What follows belongs to an exercise in optimizing a design on an open flow for small area and few clock cycles; a production flow would make more cautious choices. In this exercise RTL edits were held to simulation tests only and were not proved equivalent to the original. Power figures rest on the tool's default switching activity, not on a simulated workload.

## djtag_core
module djtag_core (
    input  wire         clk,
    input  wire         rst,
    input  wire         rx_valid,
    input  wire [6:0]   rx_len,
    input  wire [511:0] rx_data,
    output wire         rx_take,
    output wire         tx_valid,
    output wire [6:0]   tx_len,
    output wire [511:0] tx_data,
    input  wire         tx_ready,
    output reg          tck_o,
    output reg          tdi_o,
    output reg          tms_o,
    input  wire         tdo_i,
    output reg          trst_oe,
    output reg          srst_oe
);
export LEC_CHECK = 0
export CAP_MARGIN = 20
export CORE_MARGIN = 2
export CORE_UTILIZATION = 20
export CTS_CLUSTER_DIAMETER = 100
export CTS_CLUSTER_SIZE = 20
export GPL_TIMING_DRIVEN = 0
export SLEW_MARGIN = 20
export SYNTH_HIERARCHICAL = 1
create_clock -name core_clock -period 10.0 [get_ports {clk}]
standard.sh (not shown) runs the stock make flow with config.mk's settings and CLKGATE_MAP_FILE= SYNTH_SCRIPT=/design/flow/synth_recipe.tcl, a recipe that flattens the netlist after the stock synthesis.
==> flow/flow/run.sh <==
#!/bin/bash
# The standard layout, with the smallest buffer (buf_1) on every port
# instead of the one buffer_ports picks by default, and the buffers that
# synthesis inserted removed at floorplan (repair_design re-buffers the nets
# that need it once the cells are placed).
set -uo pipefail
bash standard.sh "BUFFER_PORTS_ARGS=-buffer_cell sky130_fd_sc_hd__buf_1" \
    REMOVE_ABC_BUFFERS=1 finish > standard.log 2>&1
The baseline finished clean.
Testbench counts at the start, summed over its fixed seeds: cycles 2,784,847.
Then changed:
==> flow/flow/run.sh (replaced) <==
#!/bin/bash
# The standard layout, with the smallest buffer (buf_1) on every port
# instead of the one buffer_ports picks by default, and pins one routing
# track apart so that the 1050 ports fit around a die sized for the cells.
set -uo pipefail
bash standard.sh "BUFFER_PORTS_ARGS=-buffer_cell sky130_fd_sc_hd__buf_1" \
    "PLACE_PINS_ARGS=-min_distance 1 -min_distance_in_tracks" finish > standard.log 2>&1
--- a/flow/config.mk
+++ b/flow/config.mk
@@ -9,4 +9,2 @@
-export CORE_MARGIN = 2
-export CORE_UTILIZATION = 20
-export CTS_CLUSTER_DIAMETER = 100
-export CTS_CLUSTER_SIZE = 20
+export CORE_AREA = 6 6 234 234
+export DIE_AREA = 0 0 240 240
@@ -13,0 +12 @@
+export PLACE_DENSITY = 0.7
Result: Non-clock buffer count grows by 54. Core utilization is higher by 36 points. Die area fell by 54%. Register-to-register slack stays flat. Wire length drops by 8.7%. Synthesized cell count stays the same. Global-route usage goes up by 19 points.
Then changed:
==> flow/flow/run.sh (replaced) <==
#!/bin/bash
# The standard layout, with the smallest buffer (buf_1) on every port
# instead of the one buffer_ports picks by default.
set -uo pipefail
bash standard.sh "BUFFER_PORTS_ARGS=-buffer_cell sky130_fd_sc_hd__buf_1" finish > standard.log 2>&1
--- a/flow/config.mk
+++ b/flow/config.mk
@@ -9,2 +9,2 @@
-export CORE_AREA = 6 6 234 234
-export DIE_AREA = 0 0 240 240
+export CORE_MARGIN = 2
+export CORE_UTILIZATION = 20
@@ -12 +11,0 @@
-export PLACE_DENSITY = 0.7
Cell count went up by about 26%. Routed wire length went up by 10%. Critical path depth is unchanged. Clock-buffer cell count went up by 2. Hold slack stays flat. Total power went up by 3.8%. Via count went down by about 6%.
Then changed:
--- a/flow/config.mk
+++ b/flow/config.mk
@@ -10,0 +11,2 @@
+export CTS_CLUSTER_DIAMETER = 100
+export CTS_CLUSTER_SIZE = 20
Result: The changed run produced a clean layout. Setup slack is worse by 39 ps. Die area stays the same. Design area shrinks by 2.7%. Via count shrinks by 1.3%. Power shrinks by 11%. Wire length shrinks by 0.65%. Count of clock-buffer cells in the layout shrinks by 21. First-iteration DRC count shrinks by 1.5%.

* * *

north:
djtag_core, a different RTL version from the one above (not shown whole).
Size in the first run: ~1600 cells after synthesis, about 1100 I/O pins.
==> flow/config.mk <==
export PLATFORM = sky130hd
export DESIGN_NAME = djtag_core
export DESIGN_NICKNAME = djtag_core
export VERILOG_FILES = /design/flow/design.v
export SDC_FILE = /design/flow/constraint.sdc
export NUM_CORES = 4
export LEC_CHECK = 0
export CAP_MARGIN = 20
export CORE_MARGIN = 2
export CORE_UTILIZATION = 20
export CTS_CLUSTER_DIAMETER = 100
export CTS_CLUSTER_SIZE = 25
export GPL_TIMING_DRIVEN = 0
export PLACE_DENSITY = 0.8
export SLEW_MARGIN = 20
export SYNTH_HIERARCHICAL = 1
==> flow/constraint.sdc <==
create_clock -name core_clock -period 10.0 [get_ports {clk}]
set_input_delay 2.0000 -clock core_clock [delete_from_list [all_inputs] [get_ports {clk}]]
set_output_delay 2.0000 -clock core_clock [all_outputs]
set_load 0.01 [all_outputs]
==> flow/flow/run.sh <==
#!/bin/bash
# The standard layout, with the smallest buffer (buf_1) on every port
# instead of the one buffer_ports picks by default, the buffers that
# synthesis inserted removed at floorplan (repair_design re-buffers the nets
# that need it once the cells are placed), and rx_data and tx_data each kept
# to one corner of the die.
set -uo pipefail
bash standard.sh "BUFFER_PORTS_ARGS=-buffer_cell sky130_fd_sc_hd__buf_1" \
    REMOVE_ABC_BUFFERS=1 \
    "PRE_IO_PLACEMENT_TCL=$PWD/flow/pins.tcl" finish > standard.log 2>&1
==> flow/flow/pins.tcl <==
# rx_data on the left and bottom edges, tx_data on the right and top edges:
# the packet read port gathers at the bottom left, the response buffer at
# the top right.  The other ports go where the placer puts them.
foreach {bus edge0 edge1} {rx_data left bottom tx_data right top} {
  set lo {}
  set hi {}
  for {set i 0} {$i < 256} {incr i} {
    lappend lo "${bus}\[$i\]"
    lappend hi "${bus}\[[expr {$i + 256}]\]"
  }
  set_io_pin_constraint -pin_names $lo -region ${edge0}:*
  set_io_pin_constraint -pin_names $hi -region ${edge1}:*
}
Per the final summary, north finished and its layout is clean on timing, DRC and antenna.
Testbench counts of north, summed over its fixed seeds: cycles 2,784,847.
diff inputs: north => south
- a change of CORE_UTILIZATION from 20 to 25
- a deleted PLACE_DENSITY that had been 0.8
[summary]
- south | ERROR | I/O pin placement
- Per the comparison of south with north, area share of fa/ha/maj cells after synthesis roughly the same; count of flip-flops with a built-in enable after synthesis comparable; synthesized cell count stayed essentially flat; count of state elements after synthesis level.
- Compared to north, south has initial cell density of the core 5.0 points higher.
- south ends up with a die boundary height that is 10% lower than in north.
- The run showing the smaller floorplan die width is south.
--- input diff south..east ---
- swapping 25 for 20 in CORE_UTILIZATION
- swapping 25 for 16 in CTS_CLUSTER_SIZE
- putting CTS_BUF_LIST at sky130_fd_sc_hd__clkbuf_8 where nothing was set
- swapping 100 for 80 in CTS_CLUSTER_DIAMETER
Results
No stage failed in east, and the final checks on the layout all came back clean. Measured against south, the die outline width of east comes out at 1.12 times the reference value. Cell area after technology mapping: east vs south — no meaningful difference. Taking south as the reference, in east effective utilization at floorplan saw a decrease; number of core rows saw an increase. south → east: synthesized instance count did not really move, xor-xnor portion of the synthesized cell area saw little to no change. For area fraction in compound gates after synthesis, south and east come out practically identical.
For west, these inputs were changed with respect to east:
- CTS_CLUSTER_SIZE changed from 16 to 25
- SLEW_MARGIN changed from 20 to 10
- CTS_CLUSTER_DIAMETER changed from 80 to 100
- CAP_MARGIN changed from 20 to 10
- CTS_BUF_LIST removed (was sky130_fd_sc_hd__clkbuf_8)
Results
- The routed length on met2 number comes out higher for west vs east.
- Comparing east against west, there is no change at all in post-synthesis xor/xnor area fraction.
- Going from east to west, core occupancy in the finished layout shows a reduction of 0.20 points; highest clock frequency the design can meet went down about 3.8%; worst endpoint data arrival time went up 0.30 ns; final worst setup slack decreased by 0.31 ns relative to the old numbers; met3 track utilization from global routing shrank by 0.76 points.
- On clock skew, east loses to west.
- On largest net degree at the start of global routing, the lower figure sits with east, not west.
- Delta (west minus east): combinational cell fraction of total power moved down, internal power consumption rose by 0.95%.
[inputs] middle vs west
- SLEW_MARGIN changed from 10 to 20
- CAP_MARGIN changed from 10 to 20
- CTS_CLUSTER_SIZE changed from 25 to 20
Findings:
- Footprint of the flip-flops and latches: middle vs west, no meaningful difference
- Between west and middle, the flow reports power of the combinational group increasing by a few percent.
- middle against west: setup slack of the critical path after layout rose by 0.31 ns, fill cell total of the finished layout fell by 79.
- As far as post-cts sizing count goes, middle and west are indistinguishable; the numbers are identical.
- The static power due to leakage of middle was inferior to that of west.
- Comparing sequential share of layout area for west and middle, the bigger number came from west.
- middle reports a higher global-route wire length before repair than west does.

[static timing again, ports no longer ideal]
The flow's constraints put no driver on any port. The routed layouts listed below were extracted and timed again, unchanged, in two steps. Step 1 assumes that a clkbuf_16 drives the clock port and a buf_2 every other input. Step 2 times the ports against the registers' clock, not the clock port: input delays grow and output delays shrink by t, the midpoint of the rising clock arrivals with the driver on. Slacks: no drivers / after step 1 / after step 2; pairs: no drivers / after step 1.
run | shift t [ns] | slack for setup (ns) | slew at the worst register clock pin (ns)
the first run of note 1 | 0.637 | 0.907 / 0.907 / 0.907 | 0.09 / 0.09
the second run of note 1 | 0.633 | 0.906 / 0.906 / 0.906 | 0.07 / 0.07
the third run of note 1 | 0.681 | 0.817 / 0.817 / 0.817 | 0.07 / 0.07
the fourth run of note 1 | 0.631 | 0.779 / 0.779 / 0.779 | 0.09 / 0.09
north | 0.714 | 1.681 / 1.681 / 1.626 | 0.12 / 0.12
east | 0.738 | 1.972 / 1.972 / 1.674 | 0.11 / 0.11
west | 0.700 | 1.659 / 1.659 / 1.241 | 0.11 / 0.11
middle | 0.651 | 1.971 / 1.971 / 1.642 | 0.10 / 0.10
After both steps every run listed still meets setup and hold. For west, which loses most, drivers alone change the setup slack by 0.000 ns; drivers and shift together by -0.418 ns.
